This design comes from an exercise in tuning for a short achievable clock period and few clock cycles on the open sky130 flow, not from production work.
Function was checked by simulation only, so behaviour that the tests miss may differ from the original.
Power is estimated from default activity; no workload was simulated.

===== design/flow/run.sh =====
#!/bin/bash
# synth_recipe.tcl (not shown) runs the flow's synth.tcl, then flattens the netlist and writes it again
# the make line also repeats each setting of config.mk as NAME=value (left out here)
make -C /OpenROAD-flow-scripts/flow DESIGN_CONFIG=/design/flow/config.mk WORK_HOME=/design/flow/orfs CLKGATE_MAP_FILE= SYNTH_SCRIPT=/design/flow/synth_recipe.tcl finish

===== design/flow/config.mk =====
export PLATFORM = sky130hd
export DESIGN_NAME = melkor_core
export DESIGN_NICKNAME = melkor_core
export VERILOG_FILES = /design/flow/design.v
export SDC_FILE = /design/flow/constraint.sdc
export NUM_CORES = 4
export LEC_CHECK = 0
export CAP_MARGIN = 20
export CORE_MARGIN = 2
export CORE_UTILIZATION = 40
export SLEW_MARGIN = 20

===== design/flow/constraint.sdc =====
create_clock -name core_clock -period 8.0 [get_ports {clk}]
set_input_delay 1.6000 -clock core_clock [delete_from_list [all_inputs] [get_ports {clk}]]
set_output_delay 1.6000 -clock core_clock [all_outputs]
set_load 0.01 [all_outputs]

===== design/flow/design.v =====
module melkor_core (
    input  wire         clk,
    input  wire         rst,           
    input  wire [63:0]  low_sp,        
    input  wire [63:0]  capacity,      
    output wire         mem_req,
    output wire         mem_we,
    output wire [63:0]  mem_addr,
    output wire [63:0]  mem_wdata,
    input  wire         mem_gnt,
    input  wire         mem_rvalid,
    input  wire [135:0] mem_rdata,
    output reg          out_valid,
    output reg  [63:0]  out_data,
    output wire [4:0]   status,        
    output wire [63:0]  ip_o,
    output wire [63:0]  sp_o,
    output wire         zf_o,
    output wire         cf_o,
    input  wire [3:0]   reg_sel,
    output wire [63:0]  reg_rdata
);
    localparam [3:0] OP_NOOP = 4'd0,  OP_HALT = 4'd1,  OP_MOV = 4'd2,  OP_ADD = 4'd3,
                     OP_PUSH = 4'd4,  OP_POP  = 4'd5,  OP_INT = 4'd6,  OP_CMP = 4'd7,
                     OP_JMP  = 4'd8,  OP_JE   = 4'd9,  OP_JNE = 4'd10, OP_JL  = 4'd11,
                     OP_JLE  = 4'd12, OP_JG   = 4'd13, OP_JGE = 4'd14;
    localparam [1:0] T_NONE = 2'd0, T_IMM = 2'd1, T_REG = 2'd2, T_ADDR = 2'd3;
    localparam [2:0] F_FETCH = 3'd1, F_REG = 3'd2, F_OVF = 3'd3, F_UNF = 3'd4,
                     F_ILL   = 3'd5, F_MEM = 3'd6;
    localparam [1:0] R_FETCH = 2'd0, R_DROP = 2'd1, R_POP = 2'd2, R_INT = 2'd3;
    reg [63:0]  x [0:15];
    reg [63:0]  ip, sp, spm1;
    reg         zf, cf;
    reg [1:0]   run_state;
    reg [2:0]   cause;
    reg         at_end, past_end;       
    reg         sp_full, sp_empty;      
    reg [63:0]  lo_r, cap_r, lowm1_r, lop1_r, capm1_r, room_r;
    reg [135:0] qd0, qd1, qd2;
    reg [2:0]   qp0, qp1, qp2;          
    reg [1:0]   qc;
    reg [63:0]  opA, opB;               
    reg [63:0]  fpc;                    
    reg [1:0]   fin;                    
    reg [1:0]   rt0, rt1, rt2, rt3, rt4, rt5, rt6, rt7;
    reg [3:0]   rn;                     
    reg [3:0]   int_pend;               
    reg         pop_wait;
    reg         int_ph;
    reg [63:0]  int_addr_r;
    reg         int_bad_r;
    wire [3:0]  opc  = qd0[135:132];
    wire [1:0]  ta   = qd0[131:130];
    wire [63:0] va   = qd0[127:64];
    wire        q0v  = (qc != 2'd0);
    wire        ill  = qp0[0];
    wire        aoor = qp0[1];
    wire        boor = qp0[2];
    wire        running = (run_state == 2'd0);
    reg taken;
    always @(*) begin
        case (opc)
            OP_JE:   taken = zf;
            OP_JNE:  taken = !zf;
            OP_JL:   taken = !zf && cf;
            OP_JLE:  taken = zf || cf;
            OP_JG:   taken = !zf && !cf;
            OP_JGE:  taken = zf || !cf;
            default: taken = 1'b1;
        endcase
    end
    wire resp      = mem_rvalid && (rn != 4'd0);
    wire stop_ok   = (int_pend == 4'd0) || (int_pend == 4'd1 && resp && rt0 == R_INT);
    reg         adv;           
    reg         seq;           
    reg         redirect;      
    reg         do_stop;
    reg [1:0]   stop_state;
    reg [2:0]   stop_cause;
    reg         wr_alu;        
    reg         wr_flags;
    reg         dreq, dwe;
    reg [63:0]  daddr;
    reg [1:0]   dtag;
    reg         do_push, do_popdone;
    reg         pop_wait_n, int_ph_n;
    always @(*) begin
        adv = 1'b0; seq = 1'b0; redirect = 1'b0;
        do_stop = 1'b0; stop_state = 2'd0; stop_cause = 3'd0;
        wr_alu = 1'b0; wr_flags = 1'b0;
        dreq = 1'b0; dwe = 1'b0; daddr = spm1; dtag = R_POP;
        do_push = 1'b0; do_popdone = 1'b0;
        pop_wait_n = pop_wait; int_ph_n = int_ph;
        if (running) begin
            if (at_end) begin
                if (stop_ok) begin do_stop = 1'b1; stop_state = 2'd1; end
            end else if (past_end) begin
                if (stop_ok) begin do_stop = 1'b1; stop_state = 2'd2; stop_cause = F_FETCH; end
            end else if (pop_wait) begin
                if (resp && rt0 == R_POP) begin
                    do_popdone = 1'b1; adv = 1'b1; seq = 1'b1; pop_wait_n = 1'b0;
                end
            end else if (q0v) begin
                if (ill) begin
                    if (stop_ok) begin do_stop = 1'b1; stop_state = 2'd2; stop_cause = F_ILL; end
                end else begin
                    case (opc)
                        OP_NOOP: begin adv = 1'b1; seq = 1'b1; end
                        OP_HALT: begin
                            if (stop_ok) begin do_stop = 1'b1; stop_state = 2'd1; seq = 1'b1; end
                        end
                        OP_MOV, OP_ADD: begin
                            if (aoor || boor) begin
                                if (stop_ok) begin do_stop = 1'b1; stop_state = 2'd2; stop_cause = F_REG; end
                            end else begin
                                wr_alu = 1'b1; adv = 1'b1; seq = 1'b1;
                            end
                        end
                        OP_PUSH: begin
                            if (sp_full) begin
                                if (stop_ok) begin do_stop = 1'b1; stop_state = 2'd2; stop_cause = F_OVF; end
                            end else if (aoor) begin
                                if (stop_ok) begin do_stop = 1'b1; stop_state = 2'd2; stop_cause = F_REG; end
                            end else begin
                                dreq = 1'b1; dwe = 1'b1; daddr = sp;
                                if (mem_gnt) begin do_push = 1'b1; adv = 1'b1; seq = 1'b1; end
                            end
                        end
                        OP_POP: begin
                            if (sp_empty) begin
                                if (stop_ok) begin do_stop = 1'b1; stop_state = 2'd2; stop_cause = F_UNF; end
                            end else if (aoor) begin
                                if (stop_ok) begin do_stop = 1'b1; stop_state = 2'd2; stop_cause = F_REG; end
                            end else if (rn != 4'd8) begin
                                dreq = 1'b1; daddr = spm1; dtag = R_POP;
                                if (mem_gnt) pop_wait_n = 1'b1;
                            end
                        end
                        OP_INT: begin
                            if (aoor) begin
                                if (stop_ok) begin do_stop = 1'b1; stop_state = 2'd2; stop_cause = F_REG; end
                            end else if (!int_ph) begin
                                if (opA == 64'd4) int_ph_n = 1'b1;
                                else begin adv = 1'b1; seq = 1'b1; end
                            end else if (int_bad_r) begin
                                if (stop_ok) begin do_stop = 1'b1; stop_state = 2'd2; stop_cause = F_MEM; end
                            end else if (rn != 4'd8) begin
                                dreq = 1'b1; daddr = int_addr_r; dtag = R_INT;
                                if (mem_gnt) begin int_ph_n = 1'b0; adv = 1'b1; seq = 1'b1; end
                            end
                        end
                        OP_CMP: begin
                            if (aoor || boor) begin
                                if (stop_ok) begin do_stop = 1'b1; stop_state = 2'd2; stop_cause = F_REG; end
                            end else begin
                                wr_flags = 1'b1; adv = 1'b1; seq = 1'b1;
                            end
                        end
                        default: begin  
                            if (aoor) begin
                                if (stop_ok) begin do_stop = 1'b1; stop_state = 2'd2; stop_cause = F_REG; end
                            end else if (taken) begin
                                redirect = 1'b1; adv = 1'b1;
                            end else begin
                                adv = 1'b1; seq = 1'b1;
                            end
                        end
                    endcase
                end
            end
        end
    end
    wire        fetch_room = ({1'b0, qc} + {1'b0, fin} < 3'd3);
    wire        freq  = running && !dreq && (rn != 4'd8) && (redirect || fetch_room);
    wire [63:0] faddr = redirect ? opA : fpc;
    assign mem_req   = dreq || freq;
    assign mem_we    = dreq && dwe;
    assign mem_addr  = dreq ? daddr : faddr;
    assign mem_wdata = opA;
    wire        rd_issue = mem_gnt && ((dreq && !dwe) || freq);
    wire [1:0]  rd_tag   = dreq ? dtag : R_FETCH;
    wire        resp_fetch = resp && (rt0 == R_FETCH) && !redirect;
    wire        resp_int   = resp && (rt0 == R_INT);
    wire [63:0] alu_res = (opc == OP_MOV) ? opB : (opA + opB);
    wire        wr_en   = wr_alu || do_popdone;
    wire [3:0]  wr_idx  = va[3:0];
    wire [63:0] wr_data = do_popdone ? mem_rdata[63:0] : alu_res;
    wire        n_from_q1 = adv ? (qc >= 2'd2) : 1'b0;
    wire        n_from_q0 = !adv && q0v;
    wire [135:0] n_ins    = n_from_q1 ? qd1 : (n_from_q0 ? qd0 : mem_rdata);
    wire [1:0]  n_ta = n_ins[131:130];
    wire [1:0]  n_tb = n_ins[129:128];
    wire [63:0] n_va = n_ins[127:64];
    wire [63:0] n_vb = n_ins[63:0];
    wire [63:0] rfa = (wr_en && wr_idx == n_va[3:0]) ? wr_data : x[n_va[3:0]];
    wire [63:0] rfb = (wr_en && wr_idx == n_vb[3:0]) ? wr_data : x[n_vb[3:0]];
    wire [3:0]  r_opc = mem_rdata[135:132];
    wire [1:0]  r_ta  = mem_rdata[131:130];
    wire [1:0]  r_tb  = mem_rdata[129:128];
    wire        r_jcc = (r_opc >= OP_JE) && (r_opc <= OP_JGE);
    wire        r_ill = (r_opc == 4'd15)
                     || ((r_opc == OP_MOV || r_opc == OP_ADD || r_opc == OP_POP) && r_ta != T_REG)
                     || ((r_opc == OP_MOV || r_opc == OP_ADD || r_opc == OP_CMP) && r_tb == T_NONE)
                     || ((r_opc == OP_PUSH || r_opc == OP_INT || r_opc == OP_CMP || r_opc == OP_JMP || r_jcc)
                         && r_ta == T_NONE);
    wire        r_aoor = (r_ta == T_REG) && (mem_rdata[127:68] != 60'd0);
    wire        r_boor = (r_tb == T_REG) && (mem_rdata[63:4] != 60'd0);
    wire [2:0]  r_pd   = {r_boor, r_aoor, r_ill};
    assign status    = {cause, run_state};
    assign ip_o      = ip;
    assign sp_o      = sp;
    assign zf_o      = zf;
    assign cf_o      = cf;
    assign reg_rdata = x[reg_sel];
    integer i;
    reg [17:0] rt_t;
    reg [15:0] rt_n;
    always @(*) begin
        rt_t = {R_DROP, rt7, rt6, rt5, rt4, rt3, rt2, rt1, rt0};
        if (redirect)
            for (i = 0; i < 8; i = i + 1)
                if (rt_t[2*i +: 2] == R_FETCH) rt_t[2*i +: 2] = R_DROP;
        if (resp)
            rt_t = {R_DROP, rt_t[17:2]};
        if (rd_issue)
            rt_t[2*(rn - (resp ? 4'd1 : 4'd0)) +: 2] = rd_tag;
        rt_n = rt_t[15:0];
    end
    always @(posedge clk) begin
        if (rst) begin
            lo_r  <= low_sp;
            cap_r <= capacity;
        end
        lowm1_r <= lo_r - 64'd1;
        lop1_r  <= lo_r + 64'd1;
        capm1_r <= cap_r - 64'd1;
        room_r  <= cap_r - lo_r;
        int_addr_r <= lo_r + x[2];
        int_bad_r  <= x[2][63] || (x[2] >= room_r);
        opA <= (n_ta == T_REG) ? rfa : n_va;
        opB <= (n_tb == T_REG) ? rfb : n_vb;
    end
    always @(posedge clk) begin
        if (rst) begin
            for (i = 0; i < 16; i = i + 1)
                x[i] <= 64'd0;
        end else if (wr_en) begin
            x[wr_idx] <= wr_data;
        end
    end
    always @(posedge clk) begin
        if (rst) begin
            ip        <= 64'd0;
            sp        <= low_sp;
            spm1      <= low_sp - 64'd1;
            sp_full   <= (low_sp == capacity);
            sp_empty  <= 1'b1;
            at_end    <= (low_sp == 64'd0);
            past_end  <= 1'b0;
            zf        <= 1'b0;
            cf        <= 1'b0;
            run_state <= 2'd0;
            cause     <= 3'd0;
            pop_wait  <= 1'b0;
            int_ph    <= 1'b0;
            out_valid <= 1'b0;
            out_data  <= 64'd0;
        end else begin
            pop_wait  <= pop_wait_n;
            int_ph    <= int_ph_n;
            out_valid <= resp_int;
            if (resp_int)
                out_data <= mem_rdata[63:0];
            if (do_stop) begin
                run_state <= stop_state;
                cause     <= stop_cause;
            end
            if (seq) begin
                ip       <= ip + 64'd1;
                at_end   <= (ip == lowm1_r);
                past_end <= 1'b0;
            end else if (redirect) begin
                ip       <= opA;
                at_end   <= (opA == lo_r);
                past_end <= (opA > lo_r);
            end
            if (wr_flags) begin
                zf <= (opA == opB);
                cf <= ($signed(opA) < $signed(opB));
            end
            if (do_push) begin
                sp       <= sp + 64'd1;
                spm1     <= sp;
                sp_full  <= (sp == capm1_r);
                sp_empty <= 1'b0;
            end else if (do_popdone) begin
                sp       <= spm1;
                spm1     <= spm1 - 64'd1;
                sp_full  <= 1'b0;
                sp_empty <= (sp == lop1_r);
            end
        end
    end
    always @(posedge clk) begin
        if (rst) begin
            fpc      <= 64'd0;
            fin      <= 2'd0;
            qc       <= 2'd0;
            rn       <= 4'd0;
            int_pend <= 4'd0;
        end else begin
            if (freq && mem_gnt)
                fpc <= faddr + 64'd1;
            else if (redirect)
                fpc <= opA;
            if (redirect)
                fin <= (freq && mem_gnt) ? 2'd1 : 2'd0;
            else
                fin <= fin + ((freq && mem_gnt) ? 2'd1 : 2'd0) - (resp_fetch ? 2'd1 : 2'd0);
            int_pend <= int_pend + ((dreq && dtag == R_INT && mem_gnt) ? 4'd1 : 4'd0)
                                 - (resp_int ? 4'd1 : 4'd0);
            if (redirect) begin
                qc <= 2'd0;
            end else begin
                qc <= qc - (adv ? 2'd1 : 2'd0) + (resp_fetch ? 2'd1 : 2'd0);
                if (adv) begin
                    qd0 <= (qc == 2'd1) ? mem_rdata : qd1;
                    qp0 <= (qc == 2'd1) ? r_pd : qp1;
                    qd1 <= (qc == 2'd2) ? mem_rdata : qd2;
                    qp1 <= (qc == 2'd2) ? r_pd : qp2;
                    qd2 <= mem_rdata;
                    qp2 <= r_pd;
                end else begin
                    if (qc == 2'd0) begin qd0 <= mem_rdata; qp0 <= r_pd; end
                    if (qc == 2'd1) begin qd1 <= mem_rdata; qp1 <= r_pd; end
                    if (qc == 2'd2) begin qd2 <= mem_rdata; qp2 <= r_pd; end
                end
            end
            rn <= rn + (rd_issue ? 4'd1 : 4'd0) - (resp ? 4'd1 : 4'd0);
            {rt7, rt6, rt5, rt4, rt3, rt2, rt1, rt0} <= rt_n;
        end
    end
endmodule

==> out/results.ini, run 1 <==
[sta]
period_share_pct=93.1
tightest_slew_ns=1.45
slew_violations=0
finalSetupViolations=0
max_freq_ghz=0.134
finalCriticalPeriod_ns=7.44
finalHoldViolCount=0
worst_slack_ns=0.555
skew_ns=0.0680
rsz0062_at_grt=false
relSlewSlack_pct=2.63
setup_tns_ns=0

[synth]
synthArstFlopShare_pct=0
yosys-top-cells-area=edfxtp_1 35%, dfxtp_1 9.1%, nand2_1 7.3%, mux4_2 5.8%, nor2_1 5.1%
yosysSeqAreaShare_pct=44.5
netlist.top_cell.by_area=edfxtp_1
netlist_area_um2=146000
ys_warn_count=1
syn_inst=16200
synth_edf_count=1715
synthFlopType=edfxtp_1
synth_seq_cells=2379
yosysUniqueCellTypes=97
synth_area_per_cell_um2=8.99
synth.top_cell.area_share_pct=35.4

[global_routing]
antenna_found_initial=91
grt_max_degree=208
grt_first_pass_wirelength_mm=1030
grtUsageTotal_pct=39.6
gr-usage-met3_pct=12.1
first_global_vias=127000
grtUsageMet1_pct=46.5
overflow=0
busiest_layer=met2
use_met2_pct=56.6

[critical_path]
crit_arrival_ns=5.84
critPathLaunch=pop_wait
critical_path.slowest_cell=a221oi_1
crit_chain=o21bai_1, nor4_2, buf_4, o311ai_1, or3_4, buf_4, a221oi_1, a21oi_1, clkdlybuf4s50_1
cp_data_required_time_ns=6.40
crit_fanout=43
crit_type=reg -> out
endpoint_kind=output port
crit_family=compound AO/OA/AOI/OAI gates
reg2reg_depth=13
start_kind=flip-flop
r2r-start=opA[46]
crit_path_max_incr_delay_ns=0.88
r2r-end=opA[42]
reg2reg_setup_slack_ns=1.59
cp_common_cell=buf_4
path_buf_inv=3

[placement]
dp_hpwl_mm=539
io_buffers=665
place_ws_ns=1.18
gp_congestion=1.10

[clock_network]
clock_latency_ns=1.01
clock_sinks=2379
cts_tree=built
numCtsBuffers=282
htree_levels=5
ctsHoldBuffers=0
post_cts_buffers=0
clockRootBuffer=clkbuf_16
ctsResizeCount=0
clk_pin_slew_ns=0.06
cts_buffer_depth=4

[power]
irDropWorstVdd_v=0.000586
seqPwrFrac_pct=27.2
comb_power_share_pct=51.9
static-leakage-power_nw=63.7
clock_power_share_pct=20.9
p_per_area_nw_per_um2=382
power.switching_mw=32.2
internal-power_mw=32.4
p_sw_share_pct=49.8

[floorplan]
io_pins=666
start_util_pct=40.2
die_y_um=607
core_um2=363000
rows=221
die_area_um2=369000
die_w_um=607

[final_layout]
final_nets=17100
final_util_pct=46.7
final_cell_mix=2792 x nand2_1, 1976 x nor2_1, 1715 x edfxtp_1
mostFrequentLayoutCell=nand2_1
layout-drive-gt1-share_pct=10.0
area_growth_pct=16.1

[job]
max_cap_viol_count=0

[drt]
avgRoutedWirePerCell_um=35.3
via_per_inst=6.59
route.antenna.remaining_nets=0
drtPass1Iterations=10
vias=142000
drt_iter0_drc=23300
wirelength_mm=761
route.detailed.drc=0

[min_path]
hold_path_depth=2
min_path_type=reg -> reg
min_to=out_data[3]
hp-start=out_data[3]

[outcome]
status=finished clean

layer usage:
layer	wire (um)	vias up
li1	-	58900
met1	258000	68700
met2	316000	11400
met3	98000	2881
met4	88800	36
met5	250	-
layout make-up:
class	count	area [um2]
clock inverter	139	1460
timing repair buffer	1199	11600
sequential	2379	64800
tap	4794	6000
clock buffer	378	7850
antenna	75	188
inverter	470	1770
fill	34500	193000
multi-input combinational	12100	75400
cells by family after synthesis:
group,share of synthesized area [%]
other,0.00516
muxes,7.65
buffers and inverters,4.53
AOI/OAI and AO/OA,13.7
and+or+nand+nor,21.2
DFF,44.5
xor gates and xnor gates,4.80
adders and majority gates,3.65
state kept, by name, indices dropped and copies added, names as in the netlist, 4 cells and up:
name,flops
x,1024
qd0,136
qd1,136
qd2,136
cap_r,64
capm1_r,64
fpc,64
int_addr_r,64
ip,64
lo_r,64
lop1_r,64
opA,64
opB,64
out_data,64
room_r,64
sp,64
spm1,64
lowm1_r,63
int_pend,4
rn,4
worst max-delay path by stage:
stage | end | slack, ns | depth (start not counted)
after detailed placement | opA[4] | 1.18 | 14
after floorplan | at_end | 1.02 | 12
after CTS | mem_addr[2] | 0.90 | 9
final | mem_addr[13] | 0.56 | 9
after global routing | mem_addr[3] | 0.58 | 9
after global placement | opA[57] | 0.77 | 13
cells in the mapped netlist, types with 34 or more instances:
master	n
or3_1	105
o21bai_1	54
o211ai_1	101
o221ai_1	66
edfxtp_1	1715
ha_1	415
nor2_1	1985
or4_1	50
nor4_1	172
a31oi_1	181
o31ai_1	41
and3_1	208
a21o_1	132
and2_1	44
nor2b_1	71
xor2_1	237
a211oi_1	98
nor3_1	273
buf_1	173
nand2b_1	65
a311oi_1	127
inv_1	466
dfxtp_1	664
nand4_1	176
nand3_1	936
a222oi_1	34
a22oi_1	56
a221oi_1	71
o22ai_1	209
a22o_1	34
nand2_1	2829
clkbuf_1	1079
o21ai_0	636
mux4_2	378
mux2_2	80
a21oi_1	1075
mux2i_1	173
xnor2_1	561
worst register-to-register path: stages, from the launching register on:
cell	delay (ns)
dfxtp_1	0.30
buf_4	0.25
nor4_1	0.92
nand4_1	0.17
nor4_1	0.46
buf_4	0.28
o22ai_1	0.30
a21oi_1	0.65
or3_1	0.22
o21ai_0	0.31
a2111oi_2	0.95
nand2_1	0.74
o22ai_1	0.61
a31o_2	0.18
power by group through the flow:
| stage | combinational, mW | sequential [mW] | clock (mW) |
|---|---|---|---|
| global route | 34.2 | 17.5 | 13.9 |
| finish | 33.5 | 17.5 | 13.5 |
| floorplan | 16.9 | 16.7 | 0 |
| detailed placement | 31.7 | 17.6 | 0 |
| CTS | 31.8 | 17.3 | 13.5 |
| global placement | 31.5 | 17.6 | 0 |
stage by stage:
stage | total power [mW] | hold WS [ns] | cell area [um2] | instances
6_report | 64.5 | 0.452 | 169000 | 21500
3_5_place_dp | 49.2 | 0.445 | 160000 | 20900
2_1_floorplan | 33.6 | 0.467 | 146000 | 16200
4_1_cts | 62.6 | 0.453 | 169000 | 21400
3_3_place_gp | 49.0 | 0.441 | 159000 | 20900
5_1_grt | 65.6 | 0.474 | 169000 | 21500
Testbench counts, summed over its fixed seeds: cycles 149,178.
==> inputs of run 2 (changes only) <==
--- a/design/flow/config.mk
+++ b/design/flow/config.mk
@@ -7,5 +7,8 @@
 export LEC_CHECK = 0
-export CAP_MARGIN = 20
+export ABC_CLOCK_PERIOD_IN_PS = 2000
+export CAP_MARGIN = 40
 export CORE_MARGIN = 2
 export CORE_UTILIZATION = 40
-export SLEW_MARGIN = 20
+export SETUP_SLACK_MARGIN = 3.0
+export SLEW_MARGIN = 40
+export TNS_END_PERCENT = 5
==> run 2 against run 1 <==
- still clean
- clock skew is 0.017 ns higher
- flip-flop and latch count stayed put
- register-to-register slack improved by 0.96 ns
- via count grew 2.3%
- critical path depth down 4
- first-iteration DRC count grew 5.6%
- final area grew 2.8%
- global-route usage up 1.9 points
- synthesized cell count is the same
- critical path type is now in -> out
- critical endpoint is now reg_rdata[1]
- largest power group unchanged
==> out/results.ini, run 2 <==
[outcome]
status=finished clean

[floorplan]
rows=221  ; unchanged
io_pins=666  ; unchanged
die_area_um2=369000  ; unchanged
start_util_pct=40.2  ; unchanged
die_y_um=607  ; unchanged
core_um2=363000  ; unchanged
die_w_um=607  ; unchanged

[clock_network]
clockRootBuffer=clkbuf_16
ctsHoldBuffers=0  ; unchanged
cts_buffer_depth=4  ; unchanged
clock_latency_ns=1.02  ; about the same
clock_sinks=2379  ; unchanged
cts_tree=built
numCtsBuffers=284  ; +0.71%
htree_levels=5  ; unchanged
clk_pin_slew_ns=0.06  ; about the same

[synth]
synthArstFlopShare_pct=0  ; unchanged
synth_seq_cells=2379  ; unchanged
synth_area_per_cell_um2=8.99  ; unchanged
yosys-top-cells-area=edfxtp_1 35%, dfxtp_1 9.1%, nand2_1 7.3%, mux4_2 5.8%, nor2_1 5.1%
synth_edf_count=1715  ; unchanged
synthTopCellsByCount=2829 x nand2_1, 1985 x nor2_1, 1715 x edfxtp_1
synth.top_cell.area_share_pct=35.4  ; unchanged
ys_warn_count=1  ; unchanged
yosysUniqueCellTypes=97  ; unchanged
netlist.top_cell.by_area=edfxtp_1
syn_inst=16200  ; unchanged
netlist_area_um2=146000  ; unchanged
synthFlopType=edfxtp_1
yosysSeqAreaShare_pct=44.5  ; unchanged
yosysMostFrequentCell=nand2_1

[final_layout]
mostFrequentLayoutCell=nand2_1
layout-drive-gt1-share_pct=12.4  ; +2.4 points
final_nets=17300  ; +1.1%
top_register=x
finalNonFillerCells=21700  ; +1.1%
final_util_pct=48.0  ; +1.3 points
largest_reg_flops=1024  ; unchanged
final_cell_mix=2776 x nand2_1, 1969 x nor2_1, 1715 x edfxtp_1
fin_area_um2=174000  ; +2.8%
area_growth_pct=19.4

[global_routing]
grtUsageTotal_pct=41.5  ; +1.9 points
use_met2_pct=58.9  ; +2.2 points
grtUsageMet1_pct=47.1  ; +0.59 points
gr-usage-met3_pct=14.6  ; +2.5 points
grt_max_degree=191  ; -8.2%
antenna_found_initial=112  ; +23%
overflow=0  ; unchanged
first_global_vias=130000  ; +2.1%
busiest_layer=met2
grt_first_pass_wirelength_mm=1070  ; +3.9%

[placement]
post_dp_cell_area_um2=160000  ; +0.55%
dp.cells=20900  ; +0.057%
io_buffers=665  ; unchanged
gp_congestion=1.05  ; -3.9%
dp_hpwl_mm=554  ; +2.7%

[critical_path]
crit_arrival_ns=4.03  ; -1.81 ns
crit_type=in -> out
start_kind=input pin
cp_data_required_time_ns=6.40  ; about the same
endpoint_kind=output port
crit_fanout=35  ; -19%

[power]
p_sw_share_pct=50.2  ; +0.35 points
comb_power_share_pct=53.0  ; +1.1 points
p_per_area_nw_per_um2=382  ; about the same
irDropWorstVdd_v=0.000520  ; -11%
static-leakage-power_nw=65.5  ; +2.9%
seqPwrFrac_pct=26.6  ; -0.6 points
internal-power_mw=33.1  ; +2.1%
power.switching_mw=33.3  ; +3.6%
clock_power_share_pct=20.4  ; -0.5 points

[sta]
worst_hold_slack_ns=0.452  ; -0.000409 ns
max_freq_ghz=0.178  ; +32%
period_share_pct=70.4  ; -23 points
finalSetupViolations=0  ; unchanged
rsz0062_at_grt=true
slew_violations=0  ; unchanged
setup_tns_ns=0  ; unchanged
finalCriticalPeriod_ns=5.63  ; -1.82 ns
finalHoldViolCount=0  ; unchanged
relSlewSlack_pct=20.3  ; +18 points
tightest_slew_ns=1.20  ; -0.255 ns
skew_ns=0.0848  ; +0.0169 ns

[drt]
wirelength_mm=800  ; +5.2%
via_per_inst=6.67  ; +1.2%
avgRoutedWirePerCell_um=36.8  ; +4.1%
drtPass1Iterations=9  ; -1
route.detailed.drc=0  ; unchanged
drt_iter0_drc=24500  ; +5.6%
vias=145000  ; +2.3%
route.antenna.remaining_nets=0  ; unchanged

[job]
max_cap_viol_count=0  ; unchanged

[min_path]
min_path_type=reg -> reg

[run 2: cell counts after synthesis]
Identical to the previous run, type by type.
[run 2: kinds of logic (layout without fill, tap and decap cells)]
family                   after synthesis  count (layout)  synth area share [%]
flip-flops                          2379            2379                  44.5
XOR/XNOR                             798             798                  4.80
buffers and inverters               1747            2368                  4.53
AO/OA/AOI/OAI                       3188            3190                  13.7
multiplexers                         631             631                  7.65
adder cells (fa/ha/maj)              421             421                  3.65
AND/OR/NAND/NOR                     7045            7050                  21.2
other                                  2             118               0.00516
[run 2: worst paths after layout]
kind	start	slack [ns]	to	cells after the start
hold / removal	out_data[61]	0.45	out_data[61]	2
setup reg to reg	opA[42]	2.55	opB[62]	15
hold reg to reg	out_data[61]	0.45	out_data[61]	2
setup / recovery	reg_sel[1]	2.37	reg_rdata[1]	5
[run 2: critical path: stages]
cell and delay, ns:
buf_16 0.27, buf_4 0.36, mux4_2 0.36, mux4_2 0.72, clkdlybuf4s50_1 0.57
[run 2: per-layer routing]
metal	wire (um)	part of all wire, %
met3	109000	14
met4	101000	13
met2	327000	41
met5	786	0.098
met1	263000	33
[run 2: what timing repair did]
action | in CTS | in global routing
pin swaps | 42 | 20
gates cloned | 25 | 5
setup endpoints to repair | 614 | 859
resized for setup | 410 | 85
endpoints found under the hold margin | 0 | 0
setup buffers | 82 | 55
[run 2: per-stage QoR]
stage                     worst slack [ns]  power (mW)
final                                 2.37        66.4
after global routing                  2.46        67.2
after CTS                             2.49        63.3
after detailed placement              1.41        49.6
after global placement                1.06        49.1
after floorplan                       1.40        33.6
[run 2: cell type report]
| cell class | instances | area, um2 |
|---|---|---|
| clock inverter | 136 | 1400 |
| sequential | 2379 | 64800 |
| inverter | 470 | 1780 |
| multi-input combinational | 12100 | 77400 |
| tap | 4794 | 6000 |
| clock buffer | 380 | 7930 |
| fill | 34100 | 189000 |
| antenna | 112 | 280 |
| timing repair buffer | 1382 | 14300 |
[run 2: power groups by stage]
| stage | clock, mW | combinational (mW) | sequential, mW |
|---|---|---|---|
| 2_1_floorplan | 0 | 16.9 | 16.7 |
| 3_3_place_gp | 0 | 31.4 | 17.6 |
| 3_5_place_dp | 0 | 31.9 | 17.7 |
| 4_1_cts | 13.5 | 32.4 | 17.4 |
| 5_1_grt | 13.9 | 35.6 | 17.6 |
| 6_report | 13.6 | 35.2 | 17.6 |

-- static timing again, ports no longer ideal --
Ports are ideal in the flow. The routed layouts listed here were re-timed in OpenROAD. Step 1 sets driving cells, clkbuf_16 on the clock port and buf_2 on the other inputs (assumed; they add their load-dependent delay and slew). Step 2 times the ports against the registers' clock, not the clock port: input delays grow and output delays shrink by t, the midpoint of the rising clock arrivals with the driver on. a / b / c = ideal / step 1 / step 2; a / b = the first two.
run	t (ns)	setup WS [ns]	worst register clock-pin slew, ns
run 1	1.093	0.555 / 0.432 / 0.585	0.07 / 0.07
run 2	1.103	2.372 / 2.149 / 1.674	0.07 / 0.07
After both steps setup and hold are still met in every run listed. For run 2, which loses most, drivers alone change the setup slack by -0.223 ns; drivers and shift together by -0.698 ns.
